This is an optimization exercise on Yosys and OpenROAD, whose aim is small area, a short achievable clock period and few clock cycles per item, not a production implementation. At most, simulation tests tie the RTL to the original design; equivalence was not proved. No functional check of the RTL was part of run 7. Power figures rest on the tool's default switching activity, not on a simulated workload.

==> flow/config.mk <==
export PLATFORM = sky130hd
export DESIGN_NAME = cffu_chk
export DESIGN_NICKNAME = cffu_chk
export VERILOG_FILES = /design/flow/design.v
export SDC_FILE = /design/flow/constraint.sdc
export NUM_CORES = 4
export LEC_CHECK = 0
export CAP_MARGIN = 20
export CORE_MARGIN = 2
export CORE_UTILIZATION = 58
export SETUP_SLACK_MARGIN = 5
export SLEW_MARGIN = 20
==> flow/constraint.sdc <==
create_clock -name core_clock -period 8.0 [get_ports {clk}]
set_input_delay 1.6000 -clock core_clock [delete_from_list [all_inputs] [get_ports {clk}]]
set_output_delay 1.6000 -clock core_clock [all_outputs]
set_load 0.01 [all_outputs]
==> flow/design.v <==
module cffu_chk (
    input  wire        clk,
    input  wire        rst,           
    input  wire        cmd_valid,
    output wire        cmd_ready,
    input  wire        cmd_crc32,     
    input  wire [19:0] cmd_len,       
    input  wire [31:0] cmd_expect,    
    input  wire        in_valid,
    output wire        in_ready,
    input  wire [31:0] in_data,
    output reg         done,
    output wire [31:0] result,
    output reg         match
);
    localparam [31:0] CRC_POLY = 32'hEDB88320;
    reg         cr_q;         
    reg         rdy_q;        
    reg         st_ini;       
    reg         st_run;       
    reg         st_afin;      
    reg         st_inv;       
    reg         st_fin;       
    reg  [3:0]  kcnt;
    reg         qstep, a_ex, b_ex;
    reg  [4:0]  icnt;
    reg         empty;        
    reg         alg_crc;
    reg  [1:0]  zpad;         
    reg  [31:0] expect_q;
    reg  [17:0] wcnt;         
    reg  [31:0] in_q;
    reg         in_v, in_l;
    reg  [9:0]  sw_s;
    reg  [11:0] sw_w;
    reg         sw_v, sw_l;
    reg  [16:0] xq;           
    reg         ga_q, gb_q;   
    reg  [15:0] lo, hi;       
    reg         a16;          
    reg  [1:0]  bh;           
    assign cmd_ready = cr_q;
    assign in_ready  = rdy_q;
    assign result    = {hi, lo};
    wire accept = cmd_valid & cr_q;
    wire crc_last = st_run & alg_crc & in_v & in_l;
    wire adl_last = st_run & !alg_crc & sw_v & sw_l;
    wire take   = in_valid & rdy_q;
    function [17:0] ks_add(input [17:0] a, input [17:0] b);
        integer i, d;
        reg [17:0] g, p, gg, pp;
        begin
            p  = a ^ b;
            g  = a & b;
            gg = g;
            pp = p;
            for (d = 1; d < 18; d = d * 2)
                for (i = 17; i >= d; i = i - 1) begin
                    gg[i] = gg[i] | (pp[i] & gg[i-d]);
                    pp[i] = pp[i] & pp[i-d];
                end
            ks_add = p ^ {gg[16:0], 1'b0};
        end
    endfunction
    function [17:0] csa_s(input [17:0] a, input [17:0] b, input [17:0] c);
        csa_s = a ^ b ^ c;
    endfunction
    function [17:0] csa_c(input [17:0] a, input [17:0] b, input [17:0] c);
        csa_c = {(a[16:0] & b[16:0]) | (a[16:0] & c[16:0]) | (b[16:0] & c[16:0]), 1'b0};
    endfunction
    function [17:0] add3(input [17:0] a, input [17:0] b, input [17:0] c);
        add3 = ks_add(csa_s(a, b, c), csa_c(a, b, c));
    endfunction
    function [6:0] mul15(input [2:0] x);
        case (x)
            3'd0: mul15 = 7'd0;
            3'd1: mul15 = 7'd15;
            3'd2: mul15 = 7'd30;
            3'd3: mul15 = 7'd45;
            3'd4: mul15 = 7'd60;
            3'd5: mul15 = 7'd75;
            3'd6: mul15 = 7'd90;
            default: mul15 = 7'd105;
        endcase
    endfunction
    wire [17:0] len_w  = cmd_len[19:2];
    wire        len_p  = |cmd_len[1:0];
    wire        wc1    = (wcnt == 18'd1);
    wire        wc2    = (wcnt == 18'd2);
    wire        last1  = in_v ? wc2 : wc1;
    reg  [17:0] nwords, wdec;
    integer     k;
    always @(*) begin
        for (k = 0; k < 18; k = k + 1) begin
            nwords[k] = len_w[k] ^ (len_p & (&(len_w | ~((18'd1 << k) - 18'd1))));
            wdec[k]   = wcnt[k] ^ ~(|(wcnt & ((18'd1 << k) - 18'd1)));
        end
    end
    reg [31:0] tmask;
    always @(*) begin
        case (zpad)
            2'd1:    tmask = 32'h00FFFFFF;
            2'd2:    tmask = 32'h0000FFFF;
            2'd3:    tmask = 32'h000000FF;
            default: tmask = 32'hFFFFFFFF;
        endcase
    end
    wire [31:0] in_m = in_data & (last1 ? tmask : 32'hFFFFFFFF);
    wire [7:0]  d0 = in_q[7:0], d1 = in_q[15:8], d2 = in_q[23:16], d3 = in_q[31:24];
    wire [17:0] e0 = {10'd0, d0}, e1 = {10'd0, d1}, e2 = {10'd0, d2}, e3 = {10'd0, d3};
    wire [17:0] s_a = csa_s(e0, e1, e2), s_b = csa_c(e0, e1, e2);
    wire [17:0] s_sum18 = add3(s_a, s_b, e3);
    wire [9:0]  s_sum = s_sum18[9:0];
    wire [17:0] w_a = csa_s(e0 << 2, e1 << 1, e1), w_b = csa_c(e0 << 2, e1 << 1, e1);
    wire [17:0] w_c = csa_s(w_a, w_b, e2 << 1), w_d = csa_c(w_a, w_b, e2 << 1);
    wire [17:0] w_sum18 = add3(w_c, w_d, e3);
    wire [11:0] w_sum = w_sum18[11:0];
    wire [3:0]  zk     = {2'd0, zpad};
    wire        afin_n = adl_last | (st_ini & empty & !alg_crc) | (st_afin & !b_ex);
    wire [3:0]  kcnt_n = st_afin ? kcnt + 4'd1 : 4'd0;
    wire        qstep_n = afin_n & (zpad != 2'd0) & (kcnt_n >= 4'd2) & (kcnt_n <= zk + 4'd1);
    wire        a_ex_n  = afin_n & (kcnt_n == 4'd2);
    wire        b_ex_n  = afin_n & (kcnt_n == ((zpad == 2'd0) ? 4'd3 : zk + 4'd5));
    wire        ga_set = st_afin & (kcnt == 4'd1);
    wire        gb_set = st_afin & (kcnt == ((zpad == 2'd0) ? 4'd2 : zk + 4'd4));
    wire        ge_a   = (&lo[15:4]) & (|lo[3:0]);
    wire        ge_b   = (&hi[15:4]) & (|hi[3:0]);
    wire        fa     = a16 | ga_q;
    wire [1:0]  fb     = {bh[1], bh[0] | gb_q};
    wire [2:0]  a_top  = {a16, lo[15:14]};
    wire [17:0] a_nx18 = add3({2'd0, lo}, {14'd0, fa, fa, fa, fa}, {8'd0, sw_s});
    wire [16:0] a_nx   = a_nx18[16:0];
    wire [17:0] b_nx   = add3({2'd0, hi}, {11'd0, mul15({1'b0, fb})}, {1'b0, xq});
    wire [16:0] x_op1  = sw_v ? {1'b0, lo[13:0], 2'd0} : qstep ? {1'b0, ~lo} : 17'd0;
    wire [16:0] x_op2  = sw_v ? {10'd0, mul15(a_top)} : 17'd0;
    wire [16:0] x_op3  = {5'd0, sw_w} | (qstep ? 17'd65507 : 17'd0);
    wire [17:0] x_nx18 = add3({1'b0, x_op1}, {1'b0, x_op2}, {1'b0, x_op3});
    wire [16:0] x_nx   = x_nx18[16:0];
    function [31:0] crc32_unbit(input [31:0] r);
        reg [31:0] t;
        begin
            t = r[31] ? (r ^ CRC_POLY) : r;
            crc32_unbit = {t[30:0], r[31]};
        end
    endfunction
    wire [31:0] crc_c  = {hi, lo};
    wire [31:0] crc_x  = ~crc_c ^ in_q;
    wire [31:0] crc_t;
    wire crc_s32 = crc_x[0] ^ crc_x[22];
    wire crc_s33 = crc_x[2] ^ crc_x[7];
    wire crc_s34 = crc_x[1] ^ crc_x[23];
    wire crc_s35 = crc_x[3] ^ crc_x[6];
    wire crc_s36 = crc_x[4] ^ crc_s32;
    wire crc_s37 = crc_x[5] ^ crc_x[8];
    wire crc_s38 = crc_x[17] ^ crc_x[24];
    wire crc_s39 = crc_x[18] ^ crc_x[25];
    wire crc_s40 = crc_x[10] ^ crc_x[26];
    wire crc_s41 = crc_x[11] ^ crc_x[27];
    wire crc_s42 = crc_x[12] ^ crc_x[28];
    wire crc_s43 = crc_x[13] ^ crc_x[29];
    wire crc_s44 = crc_x[14] ^ crc_x[30];
    wire crc_s45 = crc_x[15] ^ crc_x[31];
    wire crc_s46 = crc_x[9] ^ crc_x[21];
    wire crc_s47 = crc_x[20] ^ crc_s33;
    wire crc_s48 = crc_x[7] ^ crc_x[19];
    wire crc_s49 = crc_x[16] ^ crc_x[23];
    wire crc_s50 = crc_x[5] ^ crc_s45;
    wire crc_s51 = crc_x[24] ^ crc_x[28];
    wire crc_s52 = crc_x[25] ^ crc_x[29];
    wire crc_s53 = crc_x[19] ^ crc_x[27];
    wire crc_s54 = crc_s34 ^ crc_s40;
    wire crc_s55 = crc_x[0] ^ crc_s42;
    wire crc_s56 = crc_s38 ^ crc_s43;
    wire crc_s57 = crc_s39 ^ crc_s44;
    wire crc_s58 = crc_x[16] ^ crc_s36;
    wire crc_s59 = crc_x[8] ^ crc_x[26];
    wire crc_s60 = crc_x[3] ^ crc_x[4];
    wire crc_s61 = crc_x[2] ^ crc_x[9];
    wire crc_s62 = crc_x[9] ^ crc_x[11];
    wire crc_s63 = crc_x[6] ^ crc_x[30];
    wire crc_s64 = crc_s33 ^ crc_s46;
    wire crc_s65 = crc_s37 ^ crc_s38;
    wire crc_s66 = crc_s35 ^ crc_s37;
    wire crc_s67 = crc_x[31] ^ crc_s41;
    wire crc_s68 = crc_x[13] ^ crc_s36;
    wire crc_s69 = crc_s32 ^ crc_s50;
    wire crc_s70 = crc_x[3] ^ crc_x[10];
    wire crc_s71 = crc_x[14] ^ crc_x[20];
    wire crc_s72 = crc_x[1] ^ crc_x[21];
    wire crc_s73 = crc_x[10] ^ crc_x[15];
    wire crc_s74 = crc_x[5] ^ crc_x[14];
    wire crc_s75 = crc_x[18] ^ crc_x[26];
    wire crc_s76 = crc_x[4] ^ crc_x[15];
    wire crc_s77 = crc_x[19] ^ crc_x[25];
    wire crc_s78 = crc_s35 ^ crc_s48;
    wire crc_s79 = crc_x[12] ^ crc_s37;
    wire crc_s80 = crc_x[24] ^ crc_s40;
    wire crc_s81 = crc_s41 ^ crc_s63;
    wire crc_s82 = crc_s49 ^ crc_s71;
    wire crc_s83 = crc_x[22] ^ crc_s53;
    wire crc_s84 = crc_x[6] ^ crc_s49;
    wire crc_s85 = crc_s51 ^ crc_s76;
    wire crc_s86 = crc_x[31] ^ crc_s53;
    wire crc_s87 = crc_x[22] ^ crc_s48;
    wire crc_s88 = crc_x[2] ^ crc_s42;
    wire crc_s89 = crc_x[30] ^ crc_s39;
    wire crc_s90 = crc_x[28] ^ crc_s44;
    wire crc_s91 = crc_x[21] ^ crc_s42;
    wire crc_s92 = crc_s34 ^ crc_s47;
    wire crc_s93 = crc_s52 ^ crc_s54;
    wire crc_s94 = crc_s47 ^ crc_s79;
    wire crc_s95 = crc_s46 ^ crc_s55;
    wire crc_s96 = crc_s43 ^ crc_s55;
    wire crc_s97 = crc_s44 ^ crc_s56;
    wire crc_s98 = crc_s52 ^ crc_s65;
    wire crc_s99 = crc_s50 ^ crc_s58;
    wire crc_s100 = crc_x[17] ^ crc_s68;
    assign crc_t[0] = (crc_s92 ^ ((crc_s35 ^ crc_s59) ^ crc_s58));
    assign crc_t[1] = ((crc_s60 ^ (crc_x[27] ^ crc_s34)) ^ (crc_s64 ^ crc_s65));
    assign crc_t[2] = (((crc_s51 ^ crc_s61) ^ (crc_x[10] ^ crc_s39)) ^ (crc_s36 ^ crc_s66));
    assign crc_t[3] = ((((crc_x[4] ^ crc_x[5]) ^ crc_s62) ^ crc_s78) ^ crc_s93);
    assign crc_t[4] = (crc_s94 ^ (crc_s81 ^ (crc_x[4] ^ crc_s80)));
    assign crc_t[5] = (crc_s95 ^ (crc_s67 ^ ((crc_x[7] ^ (crc_x[13] ^ crc_x[25])) ^ crc_s66)));
    assign crc_t[6] = (((crc_s61 ^ crc_s70) ^ crc_s82) ^ crc_s96);
    assign crc_t[7] = (((crc_s72 ^ crc_s73) ^ (crc_x[11] ^ crc_s60)) ^ crc_s97);
    assign crc_t[8] = (((crc_x[2] ^ (crc_x[11] ^ crc_x[12])) ^ crc_s57) ^ crc_s99);
    assign crc_t[9] = (((crc_x[19] ^ crc_s45) ^ crc_s94) ^ crc_s100);
    assign crc_t[10] = (((crc_s74 ^ crc_s75) ^ crc_s64) ^ crc_s68);
    assign crc_t[11] = ((crc_s66 ^ crc_s83) ^ (crc_s73 ^ (crc_x[14] ^ crc_s34)));
    assign crc_t[12] = ((crc_s62 ^ crc_s47) ^ (crc_s84 ^ crc_s85));
    assign crc_t[13] = ((((crc_x[16] ^ crc_x[21]) ^ crc_s70) ^ (crc_x[7] ^ (crc_x[0] ^ crc_x[12]))) ^ crc_s98);
    assign crc_t[14] = (((crc_x[1] ^ crc_s39) ^ (crc_s63 ^ (crc_s59 ^ crc_s62))) ^ crc_s100);
    assign crc_t[15] = (((crc_s33 ^ crc_s74) ^ (crc_x[9] ^ (crc_x[12] ^ crc_x[18]))) ^ (crc_s54 ^ crc_s86));
    assign crc_t[16] = ((((crc_x[13] ^ crc_x[16]) ^ crc_s41) ^ crc_s54) ^ (crc_s85 ^ crc_s87));
    assign crc_t[17] = (crc_s98 ^ (crc_s88 ^ (crc_s41 ^ crc_s82)));
    assign crc_t[18] = (crc_s95 ^ (crc_s89 ^ (((crc_x[15] ^ crc_x[26]) ^ crc_s35) ^ crc_s56)));
    assign crc_t[19] = (crc_s58 ^ (((crc_x[31] ^ (crc_x[1] ^ crc_x[27])) ^ crc_s57) ^ (crc_s48 ^ (crc_s40 ^ crc_s43))));
    assign crc_t[20] = ((crc_s90 ^ ((crc_x[17] ^ crc_s41) ^ crc_s78)) ^ crc_s99);
    assign crc_t[21] = (crc_s69 ^ (crc_s88 ^ (crc_s75 ^ (crc_x[3] ^ (crc_x[17] ^ crc_x[29])))));
    assign crc_t[22] = ((crc_s47 ^ crc_s83) ^ (crc_s59 ^ ((crc_x[18] ^ crc_x[30]) ^ crc_s43)));
    assign crc_t[23] = ((((crc_x[23] ^ crc_x[3]) ^ crc_s46) ^ (crc_x[8] ^ (crc_x[0] ^ crc_x[20]))) ^ (crc_s86 ^ crc_s90));
    assign crc_t[24] = ((((crc_x[29] ^ crc_x[8]) ^ crc_s35) ^ (crc_s40 ^ crc_s45)) ^ ((crc_s49 ^ crc_s51) ^ crc_s64));
    assign crc_t[25] = (crc_s93 ^ (crc_s81 ^ (crc_s61 ^ (crc_x[20] ^ crc_s38))));
    assign crc_t[26] = ((crc_s80 ^ crc_s89) ^ (crc_s91 ^ ((crc_x[3] ^ crc_s33) ^ crc_s67)));
    assign crc_t[27] = (crc_s96 ^ ((((crc_x[16] ^ crc_x[6]) ^ crc_s77) ^ crc_s67) ^ crc_s92));
    assign crc_t[28] = (crc_s97 ^ (crc_s91 ^ (crc_s36 ^ crc_s84)));
    assign crc_t[29] = (crc_s69 ^ (crc_s57 ^ ((crc_x[7] ^ crc_s34) ^ crc_s56)));
    assign crc_t[30] = ((crc_s57 ^ crc_s87) ^ (crc_s60 ^ ((crc_x[20] ^ crc_x[24]) ^ crc_s45)));
    assign crc_t[31] = (((crc_s33 ^ crc_s35) ^ (crc_s72 ^ crc_s77)) ^ crc_s69);
    wire [31:0] crc_nx = ~crc_t;
    wire [31:0] crc_iv = ~crc32_unbit(~crc_c);
    wire inv_last   = st_inv & (icnt == 5'd0);
    wire to_fin     = (crc_last & (zpad == 2'd0)) | (st_ini & empty & alg_crc) | b_ex | inv_last;
    always @(posedge clk) begin
        if (cr_q) begin
            alg_crc  <= cmd_crc32;
            zpad     <= -cmd_len[1:0];
            expect_q <= cmd_expect;
            empty    <= (cmd_len == 20'd0);
        end
        if (cr_q)
            wcnt <= nwords;
        else if (in_v)
            wcnt <= wdec;
        in_q <= in_m;
        sw_s <= in_v ? s_sum : 10'd0;
        sw_w <= in_v ? w_sum : 12'd0;
        xq   <= x_nx;
        ga_q <= ga_set & ge_a & !a16;
        gb_q <= gb_set & ge_b & !bh[0];
        if (st_ini) begin
            lo  <= alg_crc ? 16'd0 : 16'd1;
            hi  <= 16'd0;
            a16 <= 1'b0;
            bh  <= 2'd0;
        end else if (alg_crc) begin
            if (st_run & in_v)
                {hi, lo} <= crc_nx;
            else if (st_inv)
                {hi, lo} <= crc_iv;
        end else if (st_run | st_afin) begin
            {a16, lo} <= a_nx;
            {bh, hi}  <= b_nx;
            if (a_ex) a16 <= 1'b0;
            if (b_ex) bh  <= 2'd0;
        end
        if (st_ini)
            icnt <= {zpad, 3'b000} - 5'd1;
        else if (st_inv)
            icnt <= icnt - 5'd1;
        kcnt <= kcnt_n;
        if (rst) begin
            cr_q    <= 1'b1;
            rdy_q   <= 1'b0;
            st_ini  <= 1'b0;
            st_run  <= 1'b0;
            st_afin <= 1'b0;
            qstep   <= 1'b0;
            a_ex    <= 1'b0;
            b_ex    <= 1'b0;
            st_inv  <= 1'b0;
            st_fin  <= 1'b0;
            done    <= 1'b0;
            match   <= 1'b0;
            in_v    <= 1'b0;
            in_l    <= 1'b0;
            sw_v    <= 1'b0;
            sw_l    <= 1'b0;
        end else begin
            in_v <= take;
            in_l <= take & last1;
            sw_v <= in_v;
            sw_l <= in_l;
            done  <= st_fin;
            match <= ({hi, lo} == expect_q);
            st_ini  <= accept;
            st_run  <= (st_ini & !empty) | (st_run & !crc_last & !adl_last);
            st_afin <= afin_n;
            qstep   <= qstep_n;
            a_ex    <= a_ex_n;
            b_ex    <= b_ex_n;
            st_inv  <= (crc_last & (zpad != 2'd0)) | (st_inv & !inv_last);
            st_fin  <= to_fin;
            cr_q    <= to_fin | (cr_q & !accept);
            if (accept)
                rdy_q <= (cmd_len != 20'd0);
            else if (take & last1)
                rdy_q <= 1'b0;
        end
    end
endmodule
==> flow/flow/remap.abc <==
strash; dch; map -D 2000
==> flow/flow/remap.ys <==
read_liberty -ignore_miss_func @LIB@
blackbox sky130_fd_sc_hd__df* sky130_fd_sc_hd__edf* sky130_fd_sc_hd__sdf* sky130_fd_sc_hd__dl* sky130_fd_sc_hd__sed*
read_verilog @IN@
hierarchy -top cffu_chk
flatten
opt -purge
abc -script @SCRIPT@ -liberty @LIB@ @DU@
opt_clean
hilomap -singleton -hicell sky130_fd_sc_hd__conb_1 HI -locell sky130_fd_sc_hd__conb_1 LO
splitnets
opt_clean -purge
stat -liberty @LIB@
write_verilog -noattr -noexpr -nohex -nodec @OUT@
==> flow/flow/env.sh <==
export SETUP_MOVE_SEQUENCE=unbuffer,sizeup,swap,clone
==> flow/flow/dontuse.txt <==
sky130_fd_sc_hd__probe_p_8 sky130_fd_sc_hd__probec_p_8 sky130_fd_sc_hd__lpflow_bleeder_1 sky130_fd_sc_hd__lpflow_clkbufkapwr_1 sky130_fd_sc_hd__lpflow_clkbufkapwr_16 sky130_fd_sc_hd__lpflow_clkbufkapwr_2 sky130_fd_sc_hd__lpflow_clkbufkapwr_4 sky130_fd_sc_hd__lpflow_clkbufkapwr_8 sky130_fd_sc_hd__lpflow_clkinvkapwr_1 sky130_fd_sc_hd__lpflow_clkinvkapwr_16 sky130_fd_sc_hd__lpflow_clkinvkapwr_2 sky130_fd_sc_hd__lpflow_clkinvkapwr_4 sky130_fd_sc_hd__lpflow_clkinvkapwr_8 sky130_fd_sc_hd__lpflow_decapkapwr_12 sky130_fd_sc_hd__lpflow_decapkapwr_3 sky130_fd_sc_hd__lpflow_decapkapwr_4 sky130_fd_sc_hd__lpflow_decapkapwr_6 sky130_fd_sc_hd__lpflow_decapkapwr_8 sky130_fd_sc_hd__lpflow_inputiso0n_1 sky130_fd_sc_hd__lpflow_inputiso0p_1 sky130_fd_sc_hd__lpflow_inputiso1n_1 sky130_fd_sc_hd__lpflow_inputiso1p_1 sky130_fd_sc_hd__lpflow_inputisolatch_1 sky130_fd_sc_hd__lpflow_isobufsrc_1 sky130_fd_sc_hd__lpflow_isobufsrc_16 sky130_fd_sc_hd__lpflow_isobufsrc_2 sky130_fd_sc_hd__lpflow_isobufsrc_4 sky130_fd_sc_hd__lpflow_isobufsrc_8 sky130_fd_sc_hd__lpflow_isobufsrckapwr_16 sky130_fd_sc_hd__lpflow_lsbuf_lh_hl_isowell_tap_1 sky130_fd_sc_hd__lpflow_lsbuf_lh_hl_isowell_tap_2 sky130_fd_sc_hd__lpflow_lsbuf_lh_hl_isowell_tap_4 sky130_fd_sc_hd__lpflow_lsbuf_lh_isowell_4 sky130_fd_sc_hd__lpflow_lsbuf_lh_isowell_tap_1 sky130_fd_sc_hd__lpflow_lsbuf_lh_isowell_tap_2 sky130_fd_sc_hd__lpflow_lsbuf_lh_isowell_tap_4
==> flow/flow/ports.tcl <==
# Port buffers (one per input and output port, as the standard flow makes):
# small buffers on the inputs, a stronger one on the outputs.
buffer_ports -inputs -buffer_cell sky130_fd_sc_hd__buf_1
buffer_ports -outputs -buffer_cell sky130_fd_sc_hd__buf_2
==> flow/standard.sh <==
#!/bin/bash
# synth_recipe.tcl (not shown) runs the flow's synth.tcl, then flattens the netlist and writes it again
# the make line also repeats each setting of config.mk as NAME=value (left out here)
make -C /OpenROAD-flow-scripts/flow DESIGN_CONFIG=/design/flow/config.mk WORK_HOME=/design/flow/orfs CLKGATE_MAP_FILE= SYNTH_SCRIPT=/design/flow/synth_recipe.tcl "${@:-finish}"
==> flow/flow/run.sh <==
#!/bin/bash
# Standard synthesis, then the combinational logic between the standard
# synthesis's registers is re-mapped by ABC for delay (registers, their names
# and cell types are kept as they are), then the standard layout with
# port buffers of our choosing.
set -euo pipefail
W=$(pwd)
R=$W/orfs/results/$FLOW_PLATFORM/cffu_chk/base
LIB=$FLOW_HOME/platforms/$FLOW_PLATFORM/lib/sky130_fd_sc_hd__tt_025C_1v80.lib

bash standard.sh synth > $W/flow_synth.log 2>&1

cp $R/1_2_yosys.v $W/standard_synth.v
DUARGS=""
for c in $(cat $W/flow/dontuse.txt); do DUARGS="$DUARGS -dont_use $c"; done
sed -e "s#@LIB@#$LIB#g" -e "s#@IN@#$W/standard_synth.v#" -e "s#@OUT@#$W/remapped.v#" \
    -e "s#@SCRIPT@#$W/flow/remap.abc#" -e "s#@DU@#$DUARGS#" $W/flow/remap.ys > $W/remap_run.ys
yosys -l $W/flow_remap.log -q $W/remap_run.ys > /dev/null 2>&1
cp $W/remapped.v $R/1_2_yosys.v
rm -f $R/1_synth.odb $R/1_synth.sdc

# repair settings, if any
if [[ -f $W/flow/env.sh ]]; then source $W/flow/env.sh; fi
# port buffers: see flow/ports.tcl
export DONT_BUFFER_PORTS=1
export PRE_GLOBAL_PLACE_TCL=$W/flow/ports.tcl
bash standard.sh > $W/flow_layout.log 2>&1
==> impl_metrics.env, run 1 <==
export IMPL_skew_ns=0.01494
export IMPL_fmax_mhz=298.8
export IMPL_nNetsFinal=2198
export IMPL_cp_start_kind="primary input"
export IMPL_syn_cell_area_sq_mm=0.01415
export IMPL_drtPass1Iterations=5
export IMPL_syn2layout_area_growth_pct=17.50
export IMPL_antenna_found_initial=1
export IMPL_cts_tree="done"
export IMPL_antenna_left=0
export IMPL_drive_gt1_share_pct=16.12
export IMPL_clk_latency_ns=0.46
export IMPL_layout_worst_path_cycle_share_pct=41.84
export IMPL_worstHoldEndpoint="done"
export IMPL_hp_start="st_fin"
export IMPL_setup_violations=0
export IMPL_utilization_pct=68.96
export IMPL_vdd_drop_max_mv=0.1771
export IMPL_slew_headroom_pct=23.97
export IMPL_r2r_start="lo[3]"
export IMPL_dieArea_sq_mm=0.02565
export IMPL_place_congestion=1.038
export IMPL_htreeDepth=4
export IMPL_hold_path_class="flop to flop"
export IMPL_status="no timing/DRC/antenna violations"
export IMPL_grt_max_degree=35
export IMPL_min_path_cells=2
export IMPL_rrSetupSlack_ns=4.75
export IMPL_clock_path_buffers=2
export IMPL_cts_root_buf="clkbuf_16"
export IMPL_drt_initial_drc_count=1637
export IMPL_first_global_vias=13354
export IMPL_route_detailed_drc=0
export IMPL_routed_wirelength_mm=52.67
export IMPL_antenna_cells=0
export IMPL_fin_ws_ns=4.653
export IMPL_row_count=57
export IMPL_final_cells=2445
export IMPL_vias=14728
export IMPL_clock_sinks=187
export IMPL_start_util_pct=58.68
export IMPL_avgViaCountPerCell=6.024
export IMPL_syn_nets=2171
export IMPL_cts_hold_buffers=0
export IMPL_dp_hpwl_mm=40.78
export IMPL_grt_pass1_wl_mm=77.18
export IMPL_slew_violations=0
export IMPL_clk_pin_slew_ns=0.08
export IMPL_core_area_sq_mm=0.02411
export IMPL_worstMarginPinSlew_ns=1.136
export IMPL_cap_violations=0
export IMPL_p_per_area_mw_per_mm2=285.0
export IMPL_critPathKind="primary input to flop"
export IMPL_mostFrequentLayoutCells="nor2_1, nand2_1, clkinv_1"
export IMPL_finalPower_mw=4.737
export IMPL_cellLeakagePower_nw=6.282
export IMPL_cts_setup_buffers=0
export IMPL_crit_fanout=4
export IMPL_io_pins=125
export IMPL_cp_data_required_time_ns=8.20
export IMPL_rsz0062_at_grt="true"
export IMPL_worstReg2RegEnd="lo[13]"
export IMPL_cts_buffers=17
export IMPL_netlist_instances=2082
export IMPL_period_needed_ns=3.347
export IMPL_fp_dieH_microns=160.2
export IMPL_numPortBuffers=124
export IMPL_arrival_ns=3.54
export IMPL_critPathLaunch="cmd_len[1]"
export IMPL_dp_cells=2414
export IMPL_grt_total_usage_pct=40.12
export IMPL_ff2ff_path_depth=15
export IMPL_final_setup_tns_ns=0
export IMPL_synth_warnings=1
export IMPL_wl_per_cell_microns=21.54
export IMPL_final_hold_viol_count=0
export IMPL_fillers=2133
export IMPL_end_kind="flop"
export IMPL_layout_commonest_cell="nor2_1"
export IMPL_grt_overflow=0
export IMPL_preCtsSetupSlack_ns=3.884
export IMPL_die_x_microns=160.2
export IMPL_synth_avg_cell_area_sq_um=6.794
==> how the worst max path moves through the flow <==
stage               cells after the start       end  slack (ns)
floorplan                              22  wcnt[17]        4.25
global placement                        9    lo[15]        4.07
detailed placement                      9    lo[12]        3.88
CTS                                    22  wcnt[17]        4.64
global route                           22  wcnt[17]        4.46
finish                                 22  wcnt[17]        4.65
==> worst max-delay path, stage by stage <==
cell,delay [ns]
or2_4,0.12
nand2_4,0.06
nor2_4,0.12
inv_4,0.05
nor2_4,0.12
nand3_4,0.10
nor2_4,0.17
nand3_4,0.11
nor2_4,0.13
nand2_4,0.07
nor2_4,0.12
nand2_4,0.08
nor2_4,0.11
nand2_2,0.08
nor2_4,0.11
nand2_2,0.06
clkinv_2,0.06
nand2_2,0.05
clkinv_2,0.06
nand2_1,0.05
nand2_1,0.05
o22ai_1,0.07
==> routing by layer <==
| metal | up-vias | track usage, % | share of wire, % |
|---|---|---|---|
| met5 | - | 0 | 0.021 |
| met3 | 183 | 9.143 | 12 |
| met4 | 2 | 23.18 | 6.2 |
| li1 | 6884 | - | - |
| met1 | 6749 | 52.55 | 38 |
| met2 | 910 | 61.06 | 44 |
==> registers in the layout, indices dropped and copies added (netlist names), 10 cells and up <==
signal	count
in_q	32
sw_w	12
wcnt	18
lo	16
sw_s	10
expect_q	32
xq	17
hi	16
==> what timing repair did <==
item	CTS	global route
pin swaps	37	62
gates resized for setup	193	184
setup endpoints to repair	94	63
==> power breakdown <==
group          switching (mW)  internal [mW]  total, mW
Clock                   0.436          0.416      0.852
Sequential              0.244           1.10       1.34
Combinational            1.65          0.888       2.54
==> per-stage QoR <==
stage / instance area [sq um] / hold WS (ns)
2_1_floorplan: 14210 / 0.3833
3_3_place_gp: 14680 / 0.3961
3_5_place_dp: 14680 / 0.4007
4_1_cts: 15910 / 0.4102
5_1_grt: 16620 / 0.4326
6_report: 16620 / 0.4092
==> area by class of cell <==
class,instances,area [sq um],area share (%)
clock buffers,17,425.4,2.559
multi-input cells,1597,9772,58.79
clock inverters,14,150.1,0.9033
well taps,324,405.4,2.439
flip-flops and latches,187,4571,27.50
repair buffers,8,63.81,0.3839
inverters,298,1235,7.429
Testbench counts, summed over its fixed seeds: cycles 47,128, bytes 184,073.
==> run 2, diff against run 1 <==
--- a/flow/config.mk
+++ b/flow/config.mk
@@ -9,4 +9,5 @@
 export CORE_MARGIN = 2
-export CORE_UTILIZATION = 58
+export CORE_UTILIZATION = 52
 export SETUP_SLACK_MARGIN = 5
 export SLEW_MARGIN = 20
+export TNS_END_PERCENT = 0
==> impl_metrics.env, run 2 <==
export IMPL_cts_tree="done"
export IMPL_critPathKind="flop to flop"
export IMPL_end_kind="flop"
export IMPL_syn_nets=2171
export IMPL_grt_total_usage_pct=36.47
export IMPL_vdd_drop_max_mv=0.2277
export IMPL_arrival_ns=3.85
export IMPL_syn2layout_area_growth_pct=10.48
export IMPL_netlist_instances=2082
export IMPL_cp_data_required_time_ns=8.29
export IMPL_final_setup_tns_ns=0
export IMPL_worstReg2RegEnd="lo[10]"
export IMPL_hp_start="st_fin"
export IMPL_p_per_area_mw_per_mm2=291.6
export IMPL_cts_setup_buffers=0
export IMPL_dp_cells=2437
export IMPL_clock_sinks=187
export IMPL_final_hold_viol_count=0
export IMPL_core_area_sq_mm=0.02680
export IMPL_layout_worst_path_cycle_share_pct=44.46
export IMPL_status="no timing/DRC/antenna violations"
export IMPL_clk_pin_slew_ns=0.08
export IMPL_route_detailed_drc=0
export IMPL_antenna_cells=0
export IMPL_slew_headroom_pct=27.24
export IMPL_wl_per_cell_microns=21.00
export IMPL_io_pins=125
export IMPL_row_count=60
export IMPL_ff2ff_path_depth=12
export IMPL_cp_start_kind="flop"
export IMPL_cts_root_buf="clkbuf_16"
export IMPL_numPortBuffers=124
export IMPL_synth_warnings=1
export IMPL_crit_fanout=7
export IMPL_first_global_vias=12852
export IMPL_avgViaCountPerCell=5.810
export IMPL_drt_initial_drc_count=1541
export IMPL_fin_ws_ns=4.443
export IMPL_fmax_mhz=281.1
export IMPL_cellLeakagePower_nw=6.007
export IMPL_cts_hold_buffers=0
export IMPL_hold_path_class="flop to flop"
export IMPL_whs_ns=0.4016
export IMPL_r2r_start="lo[9]"
export IMPL_grt_max_degree=54
export IMPL_rrSetupSlack_ns=4.44
export IMPL_vias=14345
export IMPL_place_congestion=0.9866
export IMPL_mostFrequentLayoutCells="nand2_1, nor2_1, clkinv_1"
export IMPL_grt_overflow=0
export IMPL_htreeDepth=4
export IMPL_rsz0062_at_grt="true"
export IMPL_cap_violations=0
export IMPL_start_util_pct=52.78
export IMPL_nNetsFinal=2204
export IMPL_fp_dieH_microns=168.9
export IMPL_clock_path_buffers=2
export IMPL_die_x_microns=168.9
export IMPL_grt_pass1_wl_mm=77.26
export IMPL_syn_cell_area_sq_mm=0.01415
export IMPL_dieArea_sq_mm=0.02854
export IMPL_clk_latency_ns=0.46
export IMPL_setup_violations=0
export IMPL_dpl_instance_area_sq_mm=0.01470
export IMPL_drive_gt1_share_pct=7.566
export IMPL_worstHoldEndpoint="done"
export IMPL_utilization_pct=58.31
export IMPL_slew_violations=0
export IMPL_layout_commonest_cell="nand2_1"
export IMPL_period_needed_ns=3.557
export IMPL_final_cells=2469
export IMPL_skew_ns=0.01350
export IMPL_cts_buffers=17
export IMPL_final_area_sq_mm=0.01563
export IMPL_drtPass1Iterations=6
export IMPL_antenna_found_initial=1
export IMPL_synth_avg_cell_area_sq_um=6.794
export IMPL_routed_wirelength_mm=51.85
export IMPL_worstMarginPinSlew_ns=1.087
export IMPL_finalPower_mw=4.557
export IMPL_min_path_cells=2
export IMPL_dp_hpwl_mm=41.29
export IMPL_preCtsSetupSlack_ns=3.467
export IMPL_reg_top3="expect_q (32), in_q (32), wcnt (18)"
export IMPL_antenna_left=0
[run 2: worst max path at each step]
stage / startpoint / end / cells past startpoint
floorplan: cmd_len[1] / wcnt[17] / 22
global placement: in_v / lo[15] / 9
detailed placement: in_v / lo[15] / 9
CTS: cmd_len[0] / wcnt[17] / 22
global route: lo[5] / lo[9] / 12
finish: lo[9] / lo[10] / 12
[run 2: repair_timing]
| item | in CTS | in global routing |
|---|---|---|
| resized for setup | 37 | 65 |
| pin swaps | 15 | 15 |
| cloned | 0 | 0 |
| endpoints found under the setup margin | 96 | 85 |
[run 2: layout make-up]
| cell class | count | area (sq um) |
|---|---|---|
| clock buffer | 17 | 425.4 |
| tap | 341 | 426.7 |
| multi-input combinational | 1597 | 8821 |
| clock inverter | 15 | 172.7 |
| sequential | 187 | 4503 |
| fill | 2685 | 11170 |
| timing repair buffer | 14 | 105.1 |
| inverter | 298 | 1175 |
[run 2: routing by layer]
metal	up-vias	global-route usage, %	share of wire, %
li1	6930	-	-
met3	146	7.926	10
met1	6525	48.90	41
met4	0	15.59	4.9
met5	-	0	0
met2	744	56.84	43
[run 2: report_power, final]
part / switching (mW) / internal, mW / leakage (nW) / total, mW
Sequential: 0.178 / 1.10 / 1.67 / 1.27
Combinational: 1.61 / 0.806 / 4.05 / 2.42
Clock: 0.445 / 0.422 / 0.288 / 0.866
Total: 2.23 / 2.32 / 6.01 / 4.56
[run 2: critical path, stage by stage (launching register included)]
cell	delay (ns)
edfxtp_1	0.34
buf_4	0.23
clkinv_1	0.39
nand2_1	0.17
nand2_1	0.29
nand2_1	0.16
nand2_1	0.21
xnor2_1	0.69
xor2_1	0.37
a21oi_1	0.10
o21ai_0	0.11
o21ai_0	0.14
o21ai_0	0.19
==> run 3, diff against run 2 <==
--- a/flow/config.mk
+++ b/flow/config.mk
@@ -12,2 +12,2 @@
 export SLEW_MARGIN = 20
-export TNS_END_PERCENT = 0
+export TNS_END_PERCENT = 10
==> impl_metrics.env, run 3 <==
export IMPL_clock_path_buffers=2
export IMPL_hold_path_class="flop to flop"
export IMPL_wl_met1_mm=21.66
export IMPL_clock_sinks=187
export IMPL_end_kind="flop"
export IMPL_avgViaCountPerCell=5.784
export IMPL_final_area_sq_mm=0.01584
export IMPL_path_cells="clkinv_4 -> nand2_1 -> nand2_1 -> clkinv_1 -> nand2_1 -> nand2_1 -> xnor2_1 -> xor2_1 -> xor2_1 -> o21ai_0 -> a32o_1"
export IMPL_regArea_sq_mm=0.004539
export IMPL_netSwitchingPower_mw=2.254
export IMPL_fmax_mhz=285.9
export IMPL_final_hold_viol_count=0
export IMPL_io_pins=125
export IMPL_worstHoldEndpoint="done"
export IMPL_syn2layout_area_growth_pct=12.00
export IMPL_synth_avg_cell_area_sq_um=6.794
export IMPL_netlist_instances=2082
export IMPL_critPathTopFamily="XOR/XNOR gates"
export IMPL_first_global_vias=12776
export IMPL_wl_met2_mm=22.39
export IMPL_switching_share_pct=49.13
export IMPL_crit_top_cell="nand2_1"
export IMPL_status="no timing/DRC/antenna violations"
export IMPL_antenna_found_initial=0
export IMPL_drtPass1Iterations=7
export IMPL_crit_path_max_incr_delay_ns=0.65
export IMPL_numPortBuffers=124
export IMPL_grt_overflow=0
export IMPL_wl_per_cell_microns=21.12
export IMPL_antenna_left=0
export IMPL_skew_ns=0.02003
export IMPL_worstMarginPinSlew_ns=1.071
export IMPL_route_detailed_drc=0
export IMPL_layout_commonest_cell="nand2_1"
export IMPL_highest_layer="met4"
export IMPL_multi_input_area_sq_mm=0.008994
export IMPL_p_int_mw=2.334
export IMPL_routed_wirelength_mm=52.10
export IMPL_p_seq_share_pct=28.2
export IMPL_cts_hold_buffers=0
export IMPL_slew_violations=0
export IMPL_fillers=2580
export IMPL_vdd_drop_max_mv=0.1725
export IMPL_cts_buffers=17
export IMPL_row_count=60
export IMPL_syn_cell_area_sq_mm=0.01415
export IMPL_period_needed_ns=3.498
export IMPL_dp_cells=2435
export IMPL_reg_top3="expect_q (32), in_q (32), wcnt (18)"
export IMPL_dpl_instance_area_sq_mm=0.01473
export IMPL_cp_start_kind="flop"
export IMPL_antenna_cells=0
export IMPL_min_path_cells=2
export IMPL_critPathKind="flop to flop"
export IMPL_htreeDepth=4
export IMPL_p_per_area_mw_per_mm2=289.6
export IMPL_ff2ff_path_depth=11
export IMPL_dieArea_sq_mm=0.02854
export IMPL_cts_tree="done"
export IMPL_grt_pass1_wl_mm=76.82
export IMPL_slew_headroom_pct=28.35
export IMPL_vias=14269
export IMPL_die_x_microns=168.9
export IMPL_final_cells=2467
export IMPL_drive_gt1_share_pct=10.07
export IMPL_final_setup_tns_ns=0
export IMPL_cap_violations=0
export IMPL_arrival_ns=3.70
export IMPL_cp_data_required_time_ns=8.21
export IMPL_worstReg2RegEnd="lo[5]"
export IMPL_setup_violations=0
export IMPL_cellLeakagePower_nw=6.081
export IMPL_clk_latency_ns=0.46
export IMPL_place_congestion=0.9971
export IMPL_combPwrFrac_pct=52.5
export IMPL_cts_setup_buffers=0
export IMPL_mostFrequentLayoutCells="nand2_1, nor2_1, clkinv_1"
export IMPL_syn_nets=2171
export IMPL_synth_warnings=1
export IMPL_grt_total_usage_pct=36.50
export IMPL_rrSetupSlack_ns=4.50
export IMPL_drt_initial_drc_count=1494
export IMPL_met3_length_mm=5.318
export IMPL_core_area_sq_mm=0.02680
export IMPL_start_util_pct=52.78
export IMPL_rsz0062_at_grt="true"
export IMPL_crit_fanout=7
export IMPL_dp_hpwl_mm=41.03
export IMPL_cts_root_buf="clkbuf_16"
export IMPL_p_clk_share_pct=19.3
export IMPL_layout_worst_path_cycle_share_pct=43.72
export IMPL_grt_max_degree=54
export IMPL_critPathBufInv=2
export IMPL_clk_pin_slew_ns=0.08
export IMPL_nNetsFinal=2202
export IMPL_r2r_start="lo[3]"
export IMPL_slowest_stage="edfxtp_1"
export IMPL_fp_dieH_microns=168.9
export IMPL_hp_start="st_fin"
==> run 3: how the worst max path moves through the flow <==
| stage | endpoint | start | depth (start not counted) | slack, ns |
|---|---|---|---|---|
| 6_report | lo[5] | lo[3] | 11 | 4.50 |
| 5_1_grt | wcnt[17] | cmd_len[1] | 22 | 4.39 |
| 4_1_cts | wcnt[17] | cmd_len[1] | 22 | 4.54 |
| 3_5_place_dp | lo[15] | in_v | 9 | 3.42 |
| 3_3_place_gp | lo[15] | in_v | 9 | 3.73 |
| 2_1_floorplan | wcnt[17] | cmd_len[1] | 22 | 4.21 |
==> run 3: tightest hold or removal path, stage by stage, from the launching register on <==
cell	delay, ns
dfxtp_1	0.31
clkinv_1	0.03
nor2_1	0.03
==> run 3: repair_timing <==
action | 4_1_cts | 5_1_grt
setup endpoints to repair | 93 | 84
pin swaps | 18 | 23
gates resized for setup | 75 | 100
==> run 3: layout make-up <==
type / instances / share of cell area (%)
Clock buffer: 17 / 2.685
Clock inverter: 15 / 1.208
Inverter: 298 / 7.407
Multi-Input combinational cell: 1597 / 56.76
Sequential cell: 187 / 28.65
Tap cell: 341 / 2.693
Timing Repair Buffer: 12 / 0.5923
==> run 3: power groups by stage <==
stage	clock network, mW	registers (mW)	logic (mW)
floorplan	0	1.24	1.59
global placement	0	1.30	2.30
detailed placement	0	1.30	2.29
CTS	0.886	1.28	2.34
global route	0.923	1.30	2.56
finish	0.886	1.29	2.41
==> run 3: per-stage QoR <==
step	hold WS (ns)	power, mW	setup WS (ns)	utilization, %
after global placement	0.3903	3.600	3.727	54.94
final	0.4064	4.588	4.502	59.12
after detailed placement	0.3948	3.587	3.420	54.94
after floorplan	0.3833	2.827	4.213	-
after CTS	0.4098	4.506	4.542	58.08
after global routing	0.4251	4.786	4.392	59.12
==> run 3: metal layers <==
metal	track usage, %	vias to the layer above
li1	-	6903
met1	48.49	6515
met2	55.54	692
met3	8.931	159
met4	17.99	0
met5	0	-
==> run 4, diff against run 3 <==
--- a/flow/config.mk
+++ b/flow/config.mk
@@ -12,2 +12 @@
 export SLEW_MARGIN = 20
-export TNS_END_PERCENT = 10
==> impl_metrics.env, run 4 <==
export IMPL_nNetsFinal=2204
export IMPL_core_area_sq_mm=0.02680
export IMPL_htreeDepth=4
export IMPL_hp_start="st_fin"
export IMPL_io_pins=125
export IMPL_cts_buffers=17
export IMPL_busiest_layer="met2"
export IMPL_first_global_vias=13069
export IMPL_path_cells="or2_4 -> nand2_4 -> nor2_4 -> inv_4 -> nor2_4 -> nand3_4 -> nor2_4 -> nand3_4 -> nor2_4 -> nand2_4 -> nor2_4 -> nand2_4 -> nor2_4 -> nand2_2 -> nor2_4 -> nand2_2 -> inv_4 -> nand2_4 -> inv_4 -> nand2_2 -> nand2_1 -> o22ai_1"
export IMPL_routed_wirelength_mm=53.12
export IMPL_vias=14563
export IMPL_crit_path_max_incr_delay_ns=0.17
export IMPL_drive_gt1_share_pct=15.79
export IMPL_skew_ns=0.01922
export IMPL_final_cells=2469
export IMPL_fp_dieH_microns=168.9
export IMPL_cts_setup_buffers=0
export IMPL_grt_total_usage_pct=36.76
export IMPL_drt_initial_drc_count=1356
export IMPL_cts_root_buf="clkbuf_16"
export IMPL_fillers=2507
export IMPL_avgViaCountPerCell=5.898
export IMPL_grt_use_met1_pct=48.18
export IMPL_p_per_area_mw_per_mm2=284.9
export IMPL_netlist_instances=2082
export IMPL_preCtsSetupSlack_ns=3.883
export IMPL_multi_input_area_sq_mm=0.009658
export IMPL_route_detailed_drc=0
export IMPL_finalPower_mw=4.733
export IMPL_numPortBuffers=124
export IMPL_grt_max_degree=51
export IMPL_combPwrFrac_pct=52.9
export IMPL_grt_pass1_wl_mm=77.79
export IMPL_cts_tree="done"
export IMPL_vdd_drop_max_mv=0.1694
export IMPL_drtPass1Iterations=6
export IMPL_slowest_stage="nor2_4"
export IMPL_antenna_cells=0
export IMPL_grt_use_met3_pct=8.698
export IMPL_dieArea_sq_mm=0.02854
export IMPL_r2r_start="lo[0]"
export IMPL_grtUsageMet2_pct=56.49
export IMPL_antenna_found_initial=0
export IMPL_layout_worst_path_cycle_share_pct=42.39
export IMPL_start_util_pct=52.78
export IMPL_syn2layout_area_growth_pct=17.45
export IMPL_antenna_left=0
export IMPL_fin_ws_ns=4.609
export IMPL_fmax_mhz=294.9
export IMPL_clk_latency_ns=0.47
export IMPL_wl_per_cell_microns=21.51
export IMPL_critPathKind="primary input to flop"
export IMPL_syn_nets=2171
export IMPL_setup_violations=0
export IMPL_grt_overflow=0
export IMPL_cap_violations=0
export IMPL_p_seq_share_pct=27.7
export IMPL_switching_share_pct=48.83
export IMPL_clock_sinks=187
export IMPL_final_hold_viol_count=0
export IMPL_synth_warnings=1
export IMPL_die_x_microns=168.9
export IMPL_end_kind="flop"
export IMPL_rsz0062_at_grt="true"
export IMPL_regArea_sq_mm=0.004561
export IMPL_dp_hpwl_mm=41.45
export IMPL_cellLeakagePower_nw=6.346
export IMPL_reg_top3="expect_q (32), in_q (32), wcnt (18)"
export IMPL_arrival_ns=3.59
export IMPL_final_area_sq_mm=0.01661
export IMPL_p_clk_share_pct=19.3
export IMPL_dpl_instance_area_sq_mm=0.01474
export IMPL_layout_commonest_cell="nand2_1"
export IMPL_synth_avg_cell_area_sq_um=6.794
export IMPL_final_setup_tns_ns=0
export IMPL_clk_pin_slew_ns=0.09
export IMPL_p_int_mw=2.422
export IMPL_crit_fanout=4
export IMPL_mostFrequentLayoutCells="nand2_1, nor2_1, clkinv_1"
export IMPL_worstMarginPinSlew_ns=0.8935
export IMPL_place_congestion=1.012
export IMPL_critPathLaunch="cmd_len[1]"
export IMPL_netSwitchingPower_mw=2.311
export IMPL_dp_cells=2436
export IMPL_status="no timing/DRC/antenna violations"
export IMPL_row_count=60
export IMPL_clock_path_buffers=2
export IMPL_period_needed_ns=3.391
export IMPL_crit_top_cell="nor2_4"
export IMPL_slew_violations=0
export IMPL_slew_headroom_pct=40.44
export IMPL_hold_path_class="flop to flop"
export IMPL_cp_data_required_time_ns=8.20
export IMPL_cp_start_kind="primary input"
export IMPL_syn_cell_area_sq_mm=0.01415
## run 4: layer usage
layer	up-vias	wire [microns]	share of wire, %
met5	-	0	0
met4	0	3283	6.2
met3	179	5403	10
met2	752	22900	43
met1	6749	21530	41
li1	6883	-	-
## run 4: final timing paths
check        cells past startpoint  slack [ns]       end
max                             22        4.61  wcnt[17]
min                              2        0.40      done
max reg2reg                     15        4.72    lo[13]
min reg2reg                      2        0.40      done
## run 4: area by class of cell
cell class | instances | area share (%)
Tap cell | 341 | 2.568
Sequential cell | 187 | 27.45
Timing Repair Buffer | 14 | 0.6778
Multi-Input combinational cell | 1597 | 58.13
Clock inverter | 15 | 1.243
Clock buffer | 17 | 2.560
Inverter | 298 | 7.373
## run 4: power groups by stage
stage / clock network [mW] / logic [mW] / registers (mW)
finish: 0.914 / 2.51 / 1.31
global route: 0.955 / 2.67 / 1.32
CTS: 0.918 / 2.32 / 1.30
detailed placement: 0 / 2.22 / 1.31
global placement: 0 / 2.23 / 1.30
floorplan: 0 / 1.59 / 1.24
## run 4: worst max-delay path: cells and delay by family
family | cells | cell delay, ns
AND/OR/NAND/NOR | 18 | 1.76
buffers and inverters | 3 | 0.17
AO/OA/AOI/OAI | 1 | 0.06
## run 4: timing repair
action | CTS | global route
pin swaps | 26 | 60
hold buffers | 0 | 0
setup endpoints to repair | 96 | 63
cloned | 0 | 0
gates resized for setup | 160 | 193
## run 4: metrics by stage
step / utilization (%) / hold WS [ns]
floorplan: - / 0.3833
global placement: 55.00 / 0.3922
detailed placement: 55.00 / 0.3947
CTS: 59.34 / 0.4070
global route: 61.99 / 0.4252
finish: 61.99 / 0.4044
==> run 5, diff against run 4 <==
==> flow/flow/remap.abc (replaced) <==
strash; &get -n; &dch; &nf -D 2000; &put
==> impl_metrics.env, run 5 <==
export IMPL_status="no timing/DRC/antenna violations"
export IMPL_synth_avg_cell_area_sq_um=8.936
export IMPL_core_area_sq_mm=0.02576
export IMPL_clk_pin_slew_ns=0.08
export IMPL_cts_tree="done"
export IMPL_critPathTopFamily="compound AO/OA/AOI/OAI gates"
export IMPL_final_hold_viol_count=0
export IMPL_end_kind="flop"
export IMPL_antenna_cells=0
export IMPL_finalPower_mw=4.430
export IMPL_die_x_microns=165.2
export IMPL_fillers=2160
export IMPL_place_congestion=0.9688
export IMPL_fp_dieH_microns=165.2
export IMPL_mostFrequentLayoutCells="xnor2_1, nor2_1, xor2_1"
export IMPL_whs_ns=0.4376
export IMPL_slew_violations=0
export IMPL_crit_path_max_incr_delay_ns=1.09
export IMPL_grt_overflow=0
export IMPL_slowest_stage="edfxtp_1"
export IMPL_hold_path_class="flop to flop"
export IMPL_route_detailed_drc=0
export IMPL_clock_sinks=187
export IMPL_clock_path_buffers=2
export IMPL_drive_gt1_share_pct=13.76
export IMPL_p_per_area_mw_per_mm2=281.2
export IMPL_first_global_vias=10509
export IMPL_nNetsFinal=1639
export IMPL_cellLeakagePower_nw=5.312
export IMPL_antenna_left=0
export IMPL_arrival_ns=3.72
export IMPL_cp_start_kind="flop"
export IMPL_dp_cells=1866
export IMPL_start_util_pct=52.48
export IMPL_avgViaCountPerCell=5.999
export IMPL_drt_initial_drc_count=973
export IMPL_syn_cell_area_sq_mm=0.01352
export IMPL_cap_violations=0
export IMPL_cts_buffers=17
export IMPL_reg_top3="expect_q (32), in_q (32), wcnt (18)"
export IMPL_syn2layout_area_growth_pct=16.52
export IMPL_cts_root_buf="clkbuf_16"
export IMPL_grt_total_usage_pct=31.63
export IMPL_netlist_instances=1513
export IMPL_antenna_found_initial=0
export IMPL_skew_ns=0.01576
export IMPL_io_pins=125
export IMPL_cts_setup_buffers=0
export IMPL_cp_data_required_time_ns=8.32
export IMPL_clk_latency_ns=0.46
export IMPL_htreeDepth=4
export IMPL_dpl_instance_area_sq_mm=0.01419
export IMPL_crit_fanout=15
export IMPL_path_cells="nor4bb_4 -> o21bai_4 -> maj3_2 -> xor2_4 -> a31oi_4 -> o31ai_4 -> a211oi_2 -> o21a_2 -> a31oi_4 -> a31oi_1 -> xor2_1"
export IMPL_fmax_mhz=294.5
export IMPL_grt_pass1_wl_mm=63.45
export IMPL_rsz0062_at_grt="true"
export IMPL_slew_headroom_pct=13.89
export IMPL_dp_hpwl_mm=32.56
export IMPL_period_needed_ns=3.396
export IMPL_critPathBufInv=0
export IMPL_layout_commonest_cell="xnor2_1"
export IMPL_vias=11386
export IMPL_crit_top_cell="a31oi_4"
export IMPL_wl_per_cell_microns=22.70
export IMPL_setup_violations=0
export IMPL_syn_nets=1602
export IMPL_worstMarginPinSlew_ns=1.282
export IMPL_routed_wirelength_mm=43.09
export IMPL_final_setup_tns_ns=0
export IMPL_grt_max_degree=76
export IMPL_drtPass1Iterations=8
export IMPL_final_area_sq_mm=0.01575
export IMPL_row_count=59
export IMPL_dieArea_sq_mm=0.02731
export IMPL_critPathKind="flop to flop"
export IMPL_synth_warnings=1
export IMPL_numPortBuffers=124
export IMPL_layout_worst_path_cycle_share_pct=42.45
export IMPL_vdd_drop_max_mv=0.1726
export IMPL_final_cells=1898
## run 5: what timing repair did
action,4_1_cts,5_1_grt
gates resized for setup,100,100
hold buffers,0,0
pin swaps,41,52
setup endpoints to repair,69,52
## run 5: area by class of cell
cell class	instances	area, sq um	share of cell area [%]
tap	335	419.2	2.661
inverter	18	72.57	0.4606
sequential	187	4561	28.95
clock inverter	13	148.9	0.9451
multi-input combinational	1308	9981	63.35
timing repair buffer	18	138.9	0.8816
clock buffer	19	432.9	2.748
## run 5: worst reg2reg max path: cells and delay by family (launching register included)
family	cells	cell delay, ns
xor gates and xnor gates	2	0.35
and+or+nand+nor	1	0.13
DFF	1	1.09
adders and majority gates	1	0.36
AOI/OAI and AO/OA	7	1.35
## run 5: path summary, 6_finish.rpt
check                           slack (ns)    from     end  cells past startpoint
worst max-delay path                  4.60  lo[14]  xq[16]                     11
worst min-delay path                  0.44  st_fin    done                      1
worst max register to register        4.60  lo[14]  xq[16]                     11
worst min register to register        0.44  st_fin    done                      1
## run 5: power breakdown
part	switching [mW]	internal (mW)	total, mW	leakage [nW]
Combinational	1.29	1.01	2.31	3.36
Sequential	0.174	1.08	1.25	1.67
Clock	0.427	0.444	0.871	0.280
Total	1.90	2.54	4.43	5.31
## run 5: through the flow
step           setup slack (ns)  utilization [%]
6_report                  4.604            61.15
5_1_grt                   4.471            61.15
4_1_cts                   4.657            59.15
3_5_place_dp              4.291            55.07
3_3_place_gp              4.313            55.07
2_1_floorplan             4.406                -
## run 5: routing by layer
metal	vias up	routed length [microns]	GRT usage, %
met1	5376	18870	43.11
met2	465	19180	48.79
met3	93	3307	6.069
met4	0	1741	13.99
met5	-	0	0
li1	5452	-	-
==> run 6, diff against run 5 <==
--- a/flow/config.mk
+++ b/flow/config.mk
@@ -12 +12,2 @@
 export SLEW_MARGIN = 20
+export TNS_END_PERCENT = 0
==> impl_metrics.env, run 6 <==
export IMPL_status="no timing/DRC/antenna violations"
export IMPL_cts_tree="done"
export IMPL_worstMarginPinSlew_ns=1.075
export IMPL_clk_pin_slew_ns=0.08
export IMPL_clk_latency_ns=0.44
export IMPL_arrival_ns=3.75
export IMPL_grt_overflow=0
export IMPL_row_count=59
export IMPL_grt_max_degree=76
export IMPL_cts_buffers=17
export IMPL_clock_sinks=187
export IMPL_period_needed_ns=3.387
export IMPL_synth_warnings=1
export IMPL_worstHoldEndpoint="done"
export IMPL_critPathKind="flop to flop"
export IMPL_dp_cells=1868
export IMPL_antenna_cells=0
export IMPL_hold_path_class="flop to flop"
export IMPL_io_pins=125
export IMPL_cts_root_buf="clkbuf_16"
export IMPL_clock_path_buffers=2
export IMPL_r2r_start="bh[0]"
export IMPL_rsz0062_at_grt="true"
export IMPL_fmax_mhz=295.2
export IMPL_netlist_instances=1513
export IMPL_grt_pass1_wl_mm=63.29
export IMPL_cp_start_kind="flop"
export IMPL_drive_gt1_share_pct=9.010
export IMPL_vdd_drop_max_mv=0.2190
export IMPL_final_cells=1900
export IMPL_reg_top3="expect_q (32), in_q (32), wcnt (18)"
export IMPL_syn_cell_area_sq_mm=0.01352
export IMPL_rrSetupSlack_ns=4.61
export IMPL_wl_per_cell_microns=22.60
export IMPL_routed_wirelength_mm=42.93
export IMPL_dp_hpwl_mm=32.37
export IMPL_crit_fanout=7
export IMPL_numPortBuffers=124
export IMPL_first_global_vias=10674
export IMPL_place_congestion=1.049
export IMPL_cap_violations=0
export IMPL_slew_violations=0
export IMPL_start_util_pct=52.48
export IMPL_syn2layout_area_growth_pct=12.30
export IMPL_p_per_area_mw_per_mm2=285.9
export IMPL_worstReg2RegEnd="bh[1]"
export IMPL_end_kind="flop"
export IMPL_layout_worst_path_cycle_share_pct=42.34
export IMPL_cellLeakagePower_nw=5.133
export IMPL_final_setup_tns_ns=0
export IMPL_slew_headroom_pct=28.31
export IMPL_hp_start="st_fin"
export IMPL_min_path_cells=1
export IMPL_multi_input_area_sq_mm=0.009417
export IMPL_antenna_found_initial=1
export IMPL_cp_data_required_time_ns=8.37
export IMPL_final_hold_viol_count=0
export IMPL_setup_violations=0
export IMPL_regArea_sq_mm=0.004534
export IMPL_drt_initial_drc_count=1095
export IMPL_synth_avg_cell_area_sq_um=8.936
export IMPL_ff2ff_path_depth=11
export IMPL_die_x_microns=165.2
export IMPL_nNetsFinal=1641
export IMPL_antenna_left=0
export IMPL_layout_commonest_cell="xnor2_1"
export IMPL_core_area_sq_mm=0.02576
export IMPL_cts_hold_buffers=0
export IMPL_vias=11426
export IMPL_skew_ns=0.01752
export IMPL_fp_dieH_microns=165.2
export IMPL_route_detailed_drc=0
export IMPL_cts_setup_buffers=0
export IMPL_fillers=2361
export IMPL_mostFrequentLayoutCells="xnor2_1, xor2_1, nor2_1"
export IMPL_syn_nets=1602
export IMPL_grt_total_usage_pct=31.34
export IMPL_dieArea_sq_mm=0.02731
export IMPL_avgViaCountPerCell=6.014
export IMPL_drtPass1Iterations=7
export IMPL_htreeDepth=4
## run 6: cell types whose count changed in the layout (fill, tap and decap cells not counted), moves of 6 or more
| cell | before | now |
|---|---|---|
| dfxtp_1 | 85 | 94 |
| dfxtp_4 | 13 | 7 |
| maj3_1 | 27 | 35 |
| maj3_2 | 11 | 3 |
| o21ai_0 | 86 | 94 |
| o21ai_1 | 12 | 6 |
| xnor2_1 | 295 | 323 |
| xnor2_2 | 35 | 16 |
| xnor2_4 | 9 | 0 |
| xor2_1 | 113 | 122 |
| xor2_2 | 8 | 1 |
## run 6: worst max path at each step
stage | from | end | slack (ns)
6_report | bh[0] | bh[1] | 4.61
3_5_place_dp | sw_v | xq[16] | 4.06
2_1_floorplan | cmd_len[1] | wcnt[17] | 4.37
3_3_place_gp | sw_v | xq[15] | 4.23
4_1_cts | lo[14] | xq[16] | 4.62
5_1_grt | lo[14] | xq[15] | 4.47
## run 6: worst max-delay path: stages, from the launching register on
cell and delay, ns:
dfxtp_4 0.38, or3_4 0.38, maj3_2 0.37, xor2_4 0.18, a311oi_2 0.13, o31ai_2 0.36
o31a_1 0.23, a31o_1 0.24, o31ai_4 0.12, maj3_2 0.35, or4_4 0.43, a21oi_2 0.13
## run 6: layer usage
metal,part of all wire (%),wire (microns),track usage [%],up-vias
li1,-,-,-,5458
met1,44,18750,42.98,5354
met2,45,19330,49.24,519
met3,8.0,3449,5.919,93
met4,3.2,1385,11.30,2
met5,0.030,13,0,-
## run 6: where the power goes
part	internal, mW	switching (mW)
registers	1.08	0.173
clock network	0.450	0.417
logic	0.961	1.26
total	2.49	1.85
## run 6: area by class of cell
cell class	count	share of cell area, %
Clock buffer	20	3.148
Inverter	18	0.4450
Multi-Input combinational cell	1308	62.02
Clock inverter	12	0.7746
Sequential cell	187	29.86
Timing Repair Buffer	20	0.9889
Tap cell	335	2.761
## run 6: metrics by stage
| stage | setup slack (ns) | hold slack [ns] | instance area, sq um | power (mW) | utilization [%] |
|---|---|---|---|---|---|
| detailed placement | 4.062 | 0.4509 | 14120 | 3.411 | 54.81 |
| global placement | 4.231 | 0.4447 | 14120 | 3.419 | 54.81 |
| global route | 4.472 | 0.4700 | 15180 | 4.540 | 58.93 |
| CTS | 4.620 | 0.4664 | 14990 | 4.300 | 58.18 |
| floorplan | 4.368 | 0.4138 | 13550 | 2.858 | - |
| finish | 4.613 | 0.4647 | 15180 | 4.341 | 58.93 |
## run 6: repair_timing
item                                    4_1_cts  5_1_grt
endpoints found under the setup margin       58       57
gates resized for setup                      73       39
hold endpoints to repair                      0        0
pin swaps                                    25       17
==> run 7, diff against run 6 <==
--- a/flow/design.v
+++ b/flow/design.v
@@ -31,4 +31,3 @@
     reg  [17:0] wcnt;         
-    reg  [31:0] in_q;
-    reg         in_v, in_l;
+    reg         in_v;         
     reg  [9:0]  sw_s;
@@ -45,3 +44,2 @@
     wire accept = cmd_valid & cr_q;
-    wire crc_last = st_run & alg_crc & in_v & in_l;
     wire adl_last = st_run & !alg_crc & sw_v & sw_l;
@@ -90,2 +88,3 @@
     wire        last1  = in_v ? wc2 : wc1;
+    wire        crc_last = st_run & alg_crc & take & last1;
     reg  [17:0] nwords, wdec;
@@ -108,3 +107,3 @@
     wire [31:0] in_m = in_data & (last1 ? tmask : 32'hFFFFFFFF);
-    wire [7:0]  d0 = in_q[7:0], d1 = in_q[15:8], d2 = in_q[23:16], d3 = in_q[31:24];
+    wire [7:0]  d0 = in_m[7:0], d1 = in_m[15:8], d2 = in_m[23:16], d3 = in_m[31:24];
     wire [17:0] e0 = {10'd0, d0}, e1 = {10'd0, d1}, e2 = {10'd0, d2}, e3 = {10'd0, d3};
@@ -146,3 +145,3 @@
     wire [31:0] crc_c  = {hi, lo};
-    wire [31:0] crc_x  = ~crc_c ^ in_q;
+    wire [31:0] crc_x  = ~crc_c ^ in_m;
     wire [31:0] crc_t;
@@ -264,5 +263,4 @@
             wcnt <= wdec;
-        in_q <= in_m;
-        sw_s <= in_v ? s_sum : 10'd0;
-        sw_w <= in_v ? w_sum : 12'd0;
+        sw_s <= take ? s_sum : 10'd0;
+        sw_w <= take ? w_sum : 12'd0;
         xq   <= x_nx;
@@ -276,3 +274,3 @@
         end else if (alg_crc) begin
-            if (st_run & in_v)
+            if (st_run & take)
                 {hi, lo} <= crc_nx;
@@ -305,3 +303,2 @@
             in_v    <= 1'b0;
-            in_l    <= 1'b0;
             sw_v    <= 1'b0;
@@ -310,5 +307,4 @@
             in_v <= take;
-            in_l <= take & last1;
-            sw_v <= in_v;
-            sw_l <= in_l;
+            sw_v <= take;
+            sw_l <= take & last1;
             done  <= st_fin;
@@ -324,4 +320,4 @@
             cr_q    <= to_fin | (cr_q & !accept);
-            if (accept)
-                rdy_q <= (cmd_len != 20'd0);
+            if (st_ini)
+                rdy_q <= !empty;
             else if (take & last1)
==> flow/flow/remap.abc (replaced) <==
strash; dch; map -D 2000
==> impl_metrics.env, run 7 <==
export IMPL_ff2ff_path_depth=16
export IMPL_cts_buffers=17
export IMPL_hp_start="st_fin"
export IMPL_crit_fanout=8
export IMPL_period_needed_ns=4.402
export IMPL_antenna_left=0
export IMPL_final_setup_tns_ns=0
export IMPL_cp_start_kind="flop"
export IMPL_avgViaCountPerCell=6.014
export IMPL_status="no timing/DRC/antenna violations"
export IMPL_route_detailed_drc=0
export IMPL_reg_top3="expect_q (32), wcnt (18), xq (17)"
export IMPL_wl_per_cell_microns=21.82
export IMPL_grt_overflow=0
export IMPL_drt_initial_drc_count=1720
export IMPL_final_hold_viol_count=0
export IMPL_synth_warnings=1
export IMPL_skew_ns=0.01430
export IMPL_critPathKind="flop to flop"
export IMPL_nNetsFinal=2262
export IMPL_row_count=60
export IMPL_cts_tree="done"
export IMPL_cap_violations=0
export IMPL_end_kind="flop"
export IMPL_syn_cell_area_sq_mm=0.01416
export IMPL_worstReg2RegEnd="hi[15]"
export IMPL_cts_root_buf="clkbuf_16"
export IMPL_dieArea_sq_mm=0.02857
export IMPL_routed_wirelength_mm=55.14
export IMPL_syn2layout_area_growth_pct=10.36
export IMPL_synth_avg_cell_area_sq_um=6.630
export IMPL_r2r_start="wcnt[13]"
export IMPL_fmax_mhz=227.2
export IMPL_antenna_found_initial=0
export IMPL_fp_dieH_microns=169.0
export IMPL_slew_headroom_pct=33.97
export IMPL_cp_data_required_time_ns=8.35
export IMPL_vdd_drop_max_mv=0.1381
export IMPL_grt_max_degree=56
export IMPL_rrSetupSlack_ns=3.60
export IMPL_p_per_area_mw_per_mm2=242.6
export IMPL_grt_total_usage_pct=38.52
export IMPL_mostFrequentLayoutCells="nand2_1, nor2_1, clkinv_1"
export IMPL_clock_path_buffers=2
export IMPL_slew_violations=0
export IMPL_first_global_vias=14121
export IMPL_numPortBuffers=124
export IMPL_fillers=2665
export IMPL_htreeDepth=4
export IMPL_largest_reg_flops=32
export IMPL_vias=15197
export IMPL_utilization_pct=58.16
export IMPL_cellLeakagePower_nw=6.166
export IMPL_worstHoldEndpoint="done"
export IMPL_rsz0062_at_grt="true"
export IMPL_arrival_ns=4.75
export IMPL_setup_violations=0
export IMPL_layout_worst_path_cycle_share_pct=55.03
export IMPL_drtPass1Iterations=7
export IMPL_clk_latency_ns=0.44
export IMPL_clk_pin_slew_ns=0.07
export IMPL_min_path_cells=2
export IMPL_io_pins=125
export IMPL_grt_pass1_wl_mm=82.66
export IMPL_syn_nets=2225
export IMPL_start_util_pct=52.70
export IMPL_worstMarginPinSlew_ns=0.9871
export IMPL_hold_path_class="flop to flop"
export IMPL_regMostFlops="expect_q"
export IMPL_place_congestion=1.040
export IMPL_layout_commonest_cell="nand2_1"
export IMPL_die_x_microns=169.0
export IMPL_dp_hpwl_mm=43.94
export IMPL_clock_sinks=153
export IMPL_netlist_instances=2136
export IMPL_antenna_cells=0
export IMPL_core_area_sq_mm=0.02688
export IMPL_drive_gt1_share_pct=6.908
## run 7: worst max-delay path: stages (launching register included)
cell and delay, ns:
edfxtp_1 0.43, nor2_2 0.13, nand4_1 0.27, nor4_4 0.40, nand4_1 0.70, nand2_2 0.36
nand2_1 0.14, nand2_1 0.27, nand2_1 0.11, nand2_1 0.25, nand2_1 0.09, nand2_1 0.25
xor2_1 0.32, a21oi_1 0.10, o21ai_0 0.16, nand2_1 0.14, a31oi_1 0.20
## run 7: layer usage
layer	part of all wire (%)	up-vias	global-route usage (%)	wire length [microns]
met1	41	6990	50.59	22560
met5	0	-	0	0
li1	-	7252	-	-
met3	11	158	8.768	5987
met2	43	797	59.98	23680
met4	5.3	0	18.69	2916
## run 7: worst max-delay path by stage
stage	slack, ns	endpoint	cells after the start	from
6_report	3.60	hi[15]	16	wcnt[13]
5_1_grt	3.48	sw_w[10]	18	wcnt[13]
4_1_cts	3.63	sw_w[10]	16	wcnt[8]
3_5_place_dp	3.22	sw_w[10]	15	in_v
3_3_place_gp	3.38	sw_w[10]	14	in_v
2_1_floorplan	4.23	wcnt[17]	18	cmd_len[1]
## run 7: timing repair
item,4_1_cts,5_1_grt
gates cloned,1,0
gates resized for setup,44,21
endpoints found under the setup margin,92,115
setup buffers,0,0
hold buffers,0,0
pin swaps,18,12
## run 7: area by class of cell
cell class | instances | area, sq um | area share [%]
Multi-Input combinational cell | 1721 | 9687 | 61.98
Sequential cell | 153 | 3816 | 24.42
Inverter | 263 | 997.2 | 6.380
Clock buffer | 18 | 439.2 | 2.810
Tap cell | 341 | 426.7 | 2.730
Clock inverter | 14 | 136.4 | 0.8726
Timing Repair Buffer | 17 | 127.6 | 0.8165
## run 7: where the power goes
part | switching [mW] | internal [mW] | total (mW)
clock | 0.363 | 0.443 | 0.806
combinational | 1.27 | 0.691 | 1.96
sequential | 0.126 | 0.899 | 1.03
total | 1.76 | 2.03 | 3.79
## run 7: through the flow
stage	area (sq um)	hold slack (ns)	setup WS, ns	power (mW)	std cells
floorplan	14240	0.3833	4.233	2.347	2136
global placement	14800	0.3947	3.376	2.905	2494
detailed placement	14800	0.4033	3.221	2.904	2494
CTS	15550	0.4113	3.625	3.736	2527
global route	15630	0.4421	3.478	3.967	2527
finish	15630	0.4084	3.598	3.792	2527
